From an optimization exercise on the open Yosys and OpenROAD flow, aimed at small area, a short achievable clock period and few clock cycles per item; shortcuts taken in it are not production practice.
In this exercise RTL edits were held to simulation tests only and were not proved equivalent to the original.
No driver is modelled on the clock port, so clock power and skew are understated where the tree is cut down; a real chip needs a root buffer or a tree.

==> run G: inputs <==
==> flow/design.v <==
module ppu_render (
    input  wire         clk,
    input  wire         rst,
    input  wire         start,
    output wire         busy,
    output reg          done,
    input  wire         pal_we,
    input  wire [1:0]   pal_idx,
    input  wire [23:0]  pal_rgb,
    output wire         vram_re,
    output wire [14:0]  vram_addr,
    input  wire [7:0]   vram_rdata,
    output reg          fb_we,
    output wire [7:0]   fb_y,
    output wire [4:0]   fb_col,
    output wire [7:0]   fb_paint,
    output wire [191:0] fb_rgb
);
    reg        run;         
    reg        startup;     
    reg        ph;          
    reg        mflag;       
    reg [2:0]  r;           
    reg [9:0]  cidx;        
    reg [7:0]  tile;
    reg [7:0]  plane0;
    reg [7:0]  sel1, sel2, sel3;    
    reg        ms;          
    reg        re;          
    reg        busy_r;
    reg [1:0]  rd;          
    reg [23:0] paln1, paln2, paln3;
    always @(posedge clk) begin
        if (pal_we) begin
            case (pal_idx)
                2'd1: paln1 <= ~pal_rgb;
                2'd2: paln2 <= ~pal_rgb;
                2'd3: paln3 <= ~pal_rgb;
                default: ;
            endcase
        end
    end
    localparam [9:0] CELL_LAST = {5'd18, 5'd16};
    wire [1:0] rl       = cidx[6:5];
    wire [2:0] rh       = cidx[9:7];
    wire [4:0] col      = cidx[4:0];
    wire       rl_wrap  = (rl == 2'b10);
    wire       row_last = rl_wrap & (rh == 3'b100);
    wire [1:0] rl_nx    = {rl[0], ~rl[1]};
    wire [2:0] rh_nx    = rl_wrap ? {rh[1:0], ~(rh[2] ^ rh[1])} : rh;
    wire [4:0] col_nx   = row_last ? {col[3:0], col[4] ^ col[2] ^ (col[3:0] == 4'd0)}
                                   : col;
    wire [9:0] cell_nx  = {rh_nx, rl_nx, col_nx};
    reg        run_n, startup_n, ph_n, mflag_n;
    reg [2:0]  r_n;
    reg [9:0]  cidx_n;
    reg [1:0]  rd_n;
    always @(*) begin
        run_n     = run;
        startup_n = startup;
        ph_n      = ph;
        mflag_n   = mflag;
        r_n       = r;
        cidx_n    = cidx;
        rd_n      = 2'd0;
        if (run) begin
            if (!ph) begin
                ph_n = 1'b1;
                rd_n = 2'd2;
            end else if (ms) begin
                mflag_n = 1'b1;
                rd_n    = 2'd1;
            end else begin
                ph_n      = 1'b0;
                mflag_n   = 1'b0;
                startup_n = 1'b0;
                r_n       = r + 3'd1;
                if (!startup)
                    rd_n = 2'd3;
                if (r == 3'd0)
                    cidx_n = cell_nx;
                if (r == 3'd7 && !startup && cidx == CELL_LAST)
                    run_n = 1'b0;
            end
        end else if (start) begin
            run_n     = 1'b1;
            startup_n = 1'b1;
            ph_n      = 1'b1;
            mflag_n   = 1'b0;
            r_n       = 3'd7;
            cidx_n    = CELL_LAST;   
        end
    end
    wire ms_n = ph_n & (r_n == 3'd7) & ~mflag_n;
    always @(posedge clk) begin
        startup <= startup_n;
        ph      <= ph_n;
        mflag   <= mflag_n;
        r       <= r_n;
        cidx    <= cidx_n;
        ms      <= ms_n;
        if (rst) begin
            run    <= 1'b0;
            re     <= 1'b0;
            rd     <= 2'd0;
            fb_we  <= 1'b0;
            done   <= 1'b0;
            busy_r <= 1'b0;
        end else begin
            run    <= run_n;
            re     <= run_n & ~(startup_n & ph_n & ~ms_n);
            rd     <= rd_n;
            fb_we  <= (rd == 2'd3);
            done   <= fb_we & ~run & (rd == 2'd0);
            busy_r <= run_n | (rd_n != 2'd0) | (rd == 2'd3);
        end
    end
    assign vram_re   = re;
    assign vram_addr = ms ? {3'b001, 2'b00, cell_nx}
                          : {3'b000, tile, r, ph};
    always @(posedge clk) begin
        case (rd)
            2'd1: tile   <= vram_rdata;
            2'd2: plane0 <= vram_rdata;
            default: ;
        endcase
    end
    always @(posedge clk) begin
        sel1 <=  plane0 & ~vram_rdata;
        sel2 <= ~plane0 &  vram_rdata;
        sel3 <=  plane0 &  vram_rdata;
    end
    assign busy = busy_r;
    assign fb_y   = {cidx[9:5], r - 3'd1};
    assign fb_col = cidx[4:0];
    genvar c;
    generate
        for (c = 0; c < 8; c = c + 1) begin : px
            wire s1 = sel1[7-c];
            wire s2 = sel2[7-c];
            wire s3 = sel3[7-c];
            assign fb_paint[c] = s1 | s2 | s3;
            assign fb_rgb[24*c +: 24] = ~(({24{s1}} & paln1) |
                                          ({24{s2}} & paln2) |
                                          ({24{s3}} & paln3));
        end
    endgenerate
endmodule
==> flow/flow/run.sh <==
#!/bin/bash
# The standard ORFS layout, with two changes:
#  - plain buf_1 cells as the port buffers instead of the delay buffers
#    buffer_ports picks by default;
#  - after CTS, the clock tree is rebuilt as one balanced level of clkbuf_16
#    cells driven by the clock port (flow/post_cts.tcl), which cuts the clock
#    latency every register sees by the same amount.
set -euo pipefail
export BUFFER_PORTS_ARGS="-buffer_cell sky130_fd_sc_hd__buf_1"
export POST_CTS_TCL="$PWD/flow/post_cts.tcl"
bash standard.sh finish > orfs_make.log 2>&1
==> flow/flow/post_cts.tcl <==
# Replace the clock tree that CTS built with a shallow balanced one: the
# clock port drives 4 buffers, one at the centre of each of 4 clusters of
# flip-flops (k-means on their positions); each drives 2 leaf buffers, one
# per half of its cluster, and the leaves drive the clock pins. Every
# flip-flop sees two buffers between the port and its clock pin.
set l1_master sky130_fd_sc_hd__clkbuf_8
set leaf_master sky130_fd_sc_hd__clkbuf_16
set block [ord::get_db_block]
proc out_iterm {inst} {
  foreach it [$inst getITerms] {
    if {[$it getIoType] eq "OUTPUT" && ![$it isSpecial]} { return $it }
  }
  error "no output on [$inst getName]"
}
set clk [$block findNet clk]

# the clock tree: every buffer reached from the port through buffers
set tree {}
set todo [list $clk]
set sinks {}
while {[llength $todo]} {
  set net [lindex $todo 0]
  set todo [lrange $todo 1 end]
  foreach it [$net getITerms] {
    if {![$it isInputSignal] && [[$it getMTerm] getSigType] ne "CLOCK" && [$it getIoType] ne "INPUT"} { continue }
    if {[$it getIoType] ne "INPUT"} { continue }
    set inst [$it getInst]
    set m [[$inst getMaster] getName]
    if {[regexp {^sky130_fd_sc_hd__(clkbuf|buf|clkinv|clkinvlp|inv|bufinv|clkdlybuf4s[0-9]+)_[0-9]+$} $m]} {
      set onet [[out_iterm $inst] getNet]
      set used 0
      if {$onet ne "NULL" && $onet ne ""} { set used [llength [$onet getITerms]] }
      if {[string match "*inv*" $m] && $used > 1} { error "inverting cell in the clock tree: [$inst getName]" }
      lappend tree $inst
      if {$used > 1} { lappend todo $onet }
    } elseif {[[$inst getMaster] isSequential]} {
      lappend sinks $it
    } else {
      error "unexpected clock load [$inst getName] $m"
    }
  }
}
puts "post_cts: [llength $tree] tree buffers, [llength $sinks] clock pins"

# positions
proc kmeans {pts k iters} {
  # seeds: points spread along x+y (k=2: ends; k=4: quartiles of x and y)
  set n [llength $pts]
  set xs [lsort -real [lmap p $pts {lindex $p 0}]]
  set ys [lsort -real [lmap p $pts {lindex $p 1}]]
  if {$k == 4} {
    set x1 [lindex $xs [expr {$n / 4}]]
    set x3 [lindex $xs [expr {3 * $n / 4}]]
    set y1 [lindex $ys [expr {$n / 4}]]
    set y3 [lindex $ys [expr {3 * $n / 4}]]
    set cent [list [list $x1 $y1] [list $x3 $y1] [list $x1 $y3] [list $x3 $y3]]
  } else {
    set dx [expr {[lindex $xs end] - [lindex $xs 0]}]
    set dy [expr {[lindex $ys end] - [lindex $ys 0]}]
    if {$dx >= $dy} {
      set cent [list [list [lindex $xs [expr {$n / 4}]] [lindex $ys [expr {$n / 2}]]] [list [lindex $xs [expr {3 * $n / 4}]] [lindex $ys [expr {$n / 2}]]]]
    } else {
      set cent [list [list [lindex $xs [expr {$n / 2}]] [lindex $ys [expr {$n / 4}]]] [list [lindex $xs [expr {$n / 2}]] [lindex $ys [expr {3 * $n / 4}]]]]
    }
  }
  for {set iter 0} {$iter < $iters} {incr iter} {
    set asg {}
    foreach p $pts {
      set best 0; set bd 1e30
      for {set j 0} {$j < $k} {incr j} {
        set c [lindex $cent $j]
        set d [expr {abs([lindex $p 0] - [lindex $c 0]) + abs([lindex $p 1] - [lindex $c 1])}]
        if {$d < $bd} { set bd $d; set best $j }
      }
      lappend asg $best
    }
    set new {}
    for {set j 0} {$j < $k} {incr j} {
      set sx 0.0; set sy 0.0; set cnt 0
      foreach p $pts a $asg { if {$a == $j} { set sx [expr {$sx + [lindex $p 0]}]; set sy [expr {$sy + [lindex $p 1]}]; incr cnt } }
      if {$cnt} { lappend new [list [expr {$sx / $cnt}] [expr {$sy / $cnt}]] } else { lappend new [lindex $cent $j] }
    }
    set cent $new
  }
  return [list $cent $asg]
}

set pts {}
foreach it $sinks {
  set b [[$it getInst] getBBox]
  lappend pts [list [expr {([$b xMin] + [$b xMax]) / 2.0}] [expr {([$b yMin] + [$b yMax]) / 2.0}]]
}
lassign [kmeans $pts 4 50] cent asg

# tear down the old tree
foreach it $sinks { $it disconnect }
foreach inst $tree {
  set m [[$inst getMaster] getName]
  set onet [[out_iterm $inst] getNet]
  odb::dbInst_destroy $inst
  if {$onet ne "NULL" && $onet ne ""} { odb::dbNet_destroy $onet }
}

# build the new tree: port -> 4 buffers -> 2 leaf buffers each -> clock pins
proc add_buf {block mname name x y in} {
  set inst [odb::dbInst_create $block [[ord::get_db] findMaster $mname] $name]
  $inst setLocation [expr {int($x) - 1500}] [expr {int($y) - 1360}]
  $inst setPlacementStatus PLACED
  set net [odb::dbNet_create $block "${name}_net"]
  $net setSigType CLOCK
  [$inst findITerm A] connect $in
  [$inst findITerm X] connect $net
  return $net
}
for {set k 0} {$k < 4} {incr k} {
  set c [lindex $cent $k]
  set mid [add_buf $block $l1_master "clkbuf_l1_$k" [lindex $c 0] [lindex $c 1] $clk]
  set sub {}; set subp {}
  foreach it $sinks p $pts a $asg { if {$a == $k} { lappend sub $it; lappend subp $p } }
  lassign [kmeans $subp 2 30] c2 a2
  for {set j 0} {$j < 2} {incr j} {
    set cc [lindex $c2 $j]
    set leaf [add_buf $block $leaf_master "clkbuf_l2_${k}_$j" [lindex $cc 0] [lindex $cc 1] $mid]
    set cnt 0
    foreach it $sub a $a2 { if {$a == $j} { $it connect $leaf; incr cnt } }
    puts "post_cts: clkbuf_l2_${k}_$j at $cc drives $cnt clock pins"
  }
}

detailed_placement
check_placement -verbose
estimate_parasitics -placement
report_clock_skew
report_clock_latency
==> flow/standard.sh <==
#!/bin/bash
# synth_recipe.tcl (not shown) runs the flow's synth.tcl, then flattens the netlist and writes it again
# the make line also repeats each setting of config.mk as NAME=value (left out here)
make -C /OpenROAD-flow-scripts/flow DESIGN_CONFIG=/design/flow/config.mk WORK_HOME=/design/flow/orfs CLKGATE_MAP_FILE= SYNTH_SCRIPT=/design/flow/synth_recipe.tcl "${@:-finish}"
==> flow/config.mk <==
export PLATFORM = sky130hd
export DESIGN_NAME = ppu_render
export DESIGN_NICKNAME = ppu_render
export VERILOG_FILES = /design/flow/design.v
export SDC_FILE = /design/flow/constraint.sdc
export NUM_CORES = 4
export LEC_CHECK = 0
export CAP_MARGIN = 20
export CORE_MARGIN = 2
export CORE_UTILIZATION = 40
export PLACE_DENSITY = 0.6
export SLEW_MARGIN = 20
==> flow/constraint.sdc <==
create_clock -name core_clock -period 5.0 [get_ports {clk}]
set_input_delay 1.0000 -clock core_clock [delete_from_list [all_inputs] [get_ports {clk}]]
set_output_delay 1.0000 -clock core_clock [all_outputs]
set_load 0.01 [all_outputs]
==> run Z (differences from run G) <==
--- a/flow/flow/post_cts.tcl
+++ b/flow/flow/post_cts.tcl
@@ -6,12 +6,6 @@
 set l1_master sky130_fd_sc_hd__clkbuf_8
 set leaf_master sky130_fd_sc_hd__clkbuf_16
 set block [ord::get_db_block]
-proc out_iterm {inst} {
-  foreach it [$inst getITerms] {
-    if {[$it getIoType] eq "OUTPUT" && ![$it isSpecial]} { return $it }
-  }
-  error "no output on [$inst getName]"
-}
 set clk [$block findNet clk]
 
 # the clock tree: every buffer reached from the port through buffers
@@ -26,11 +20,11 @@
     if {[$it getIoType] ne "INPUT"} { continue }
     set inst [$it getInst]
     set m [[$inst getMaster] getName]
-    if {[regexp {^sky130_fd_sc_hd__(clkbuf|buf|clkinv|clkinvlp|inv|bufinv|clkdlybuf4s[0-9]+)_[0-9]+$} $m]} {
-      set onet [[out_iterm $inst] getNet]
+    if {[string match "sky130_fd_sc_hd__clkbuf_*" $m] || [string match "sky130_fd_sc_hd__buf_*" $m] || [string match "sky130_fd_sc_hd__clkinv*" $m] || [string match "sky130_fd_sc_hd__inv_*" $m]} {
+      set onet [[$inst findITerm [expr {[string match "*inv*" $m] ? "Y" : "X"}]] getNet]
       set used 0
       if {$onet ne "NULL" && $onet ne ""} { set used [llength [$onet getITerms]] }
-      if {[string match "*inv*" $m] && $used > 1} { error "inverting cell in the clock tree: [$inst getName]" }
+      if {[string match "*inv*" $m] && $used > 1} { error "inverter in the clock tree: [$inst getName]" }
       lappend tree $inst
       if {$used > 1} { lappend todo $onet }
     } elseif {[[$inst getMaster] isSequential]} {
@@ -96,7 +90,7 @@
 foreach it $sinks { $it disconnect }
 foreach inst $tree {
   set m [[$inst getMaster] getName]
-  set onet [[out_iterm $inst] getNet]
+  set onet [[$inst findITerm [expr {[string match "*inv*" $m] ? "Y" : "X"}]] getNet]
   odb::dbInst_destroy $inst
   if {$onet ne "NULL" && $onet ne ""} { odb::dbNet_destroy $onet }
 }
==> summary of the runs <==
Run Z ended with an error in clock tree synthesis (4_1_cts). Run G finished with timing, DRC and antenna clean. In synthesized cell count, run Z and run G do not differ. Synthesized area is the same in run G and run Z.
==> figures <==
quantity                                                                                              run Z                      run G
Status                                                                            aborted with a tool error    complete, no violations
Failing step                                                                 clock tree synthesis (4_1_cts)                          -
Number of enable-type register cells in the synthesized netlist                                          98                         98
Post-synthesis compound-gate area fraction                                                           28.73%                     28.73%
Cell with the most instances after synthesis                                      sky130_fd_sc_hd__a222oi_1  sky130_fd_sc_hd__a222oi_1
Number of instances in the synthesized netlist                                                          647                        647
Number of top-level pins                                                                                270                        270
Synth Register Bits                                                                                     136                        136
Post-synth ARST share                                                                                    0%                         0%
Share of synthesized cell area in full adder, half adder and majority cells                         0.8666%                    0.8666%
Part of the Yosys area used for sequential elements                                                  51.30%                     51.30%
Post-synth design cell area                                                                      7219 sq um                 7219 sq um
Most used flip-flop cell after synthesis                                          sky130_fd_sc_hd__edfxtp_1  sky130_fd_sc_hd__edfxtp_1
Distinct cell type count of the synthesized netlist                                                      42                         42
Total number of yosys warnings                                                                            1                          1
Area fraction in and, or, nand and nor cells after synthesis                                         7.314%                     7.314%
Post-DP Area                                                                                     7946 sq um                 7946 sq um
Half-perimeter wire length after detailed placement                                           17140 microns              17140 microns
Synthesized area per cell                                                                       11.16 sq um                11.16 sq um
Count of input and output buffers                                                                       267                        267
Placement Setup Slack                                                                              2.281 ns                   2.281 ns
Post-synth top area cell                                                          sky130_fd_sc_hd__edfxtp_1  sky130_fd_sc_hd__edfxtp_1
Final weighted congestion in routability-driven placement                                            0.8721                     0.8721
Testbench counts of run G, summed over its fixed seeds: cycles 243,796, frames 16.
Testbench counts of run Z, summed over its fixed seeds: cycles 243,796, frames 16.
In run G the design's own scripts or RTL, not TritonCTS, make the clock network.

what the ideal ports hide:
The results above use ideal ports. As a check the final layout listed here was re-extracted and re-timed, cells and wires unchanged. Step 1 assumes that a clkbuf_16 drives the clock port and a buf_2 every other input. Step 2 moves the port delays by t, midway between the first and last clock arrival at a register: inputs arrive t later, outputs are due t later. That takes back most of the time a late clock gives input paths. Three values: no drivers, after step 1, after step 2; two values: the first two.
run: run G
shift t [ns]: 0.344
slack for setup (ns): 2.027 / 1.956 / 2.299
slew at the worst register clock pin (ns): 0.08 / 0.08
After both steps setup and hold are still met in run G. The setup slack of run G moves by -0.071 ns with the drivers and by +0.272 ns with both steps.
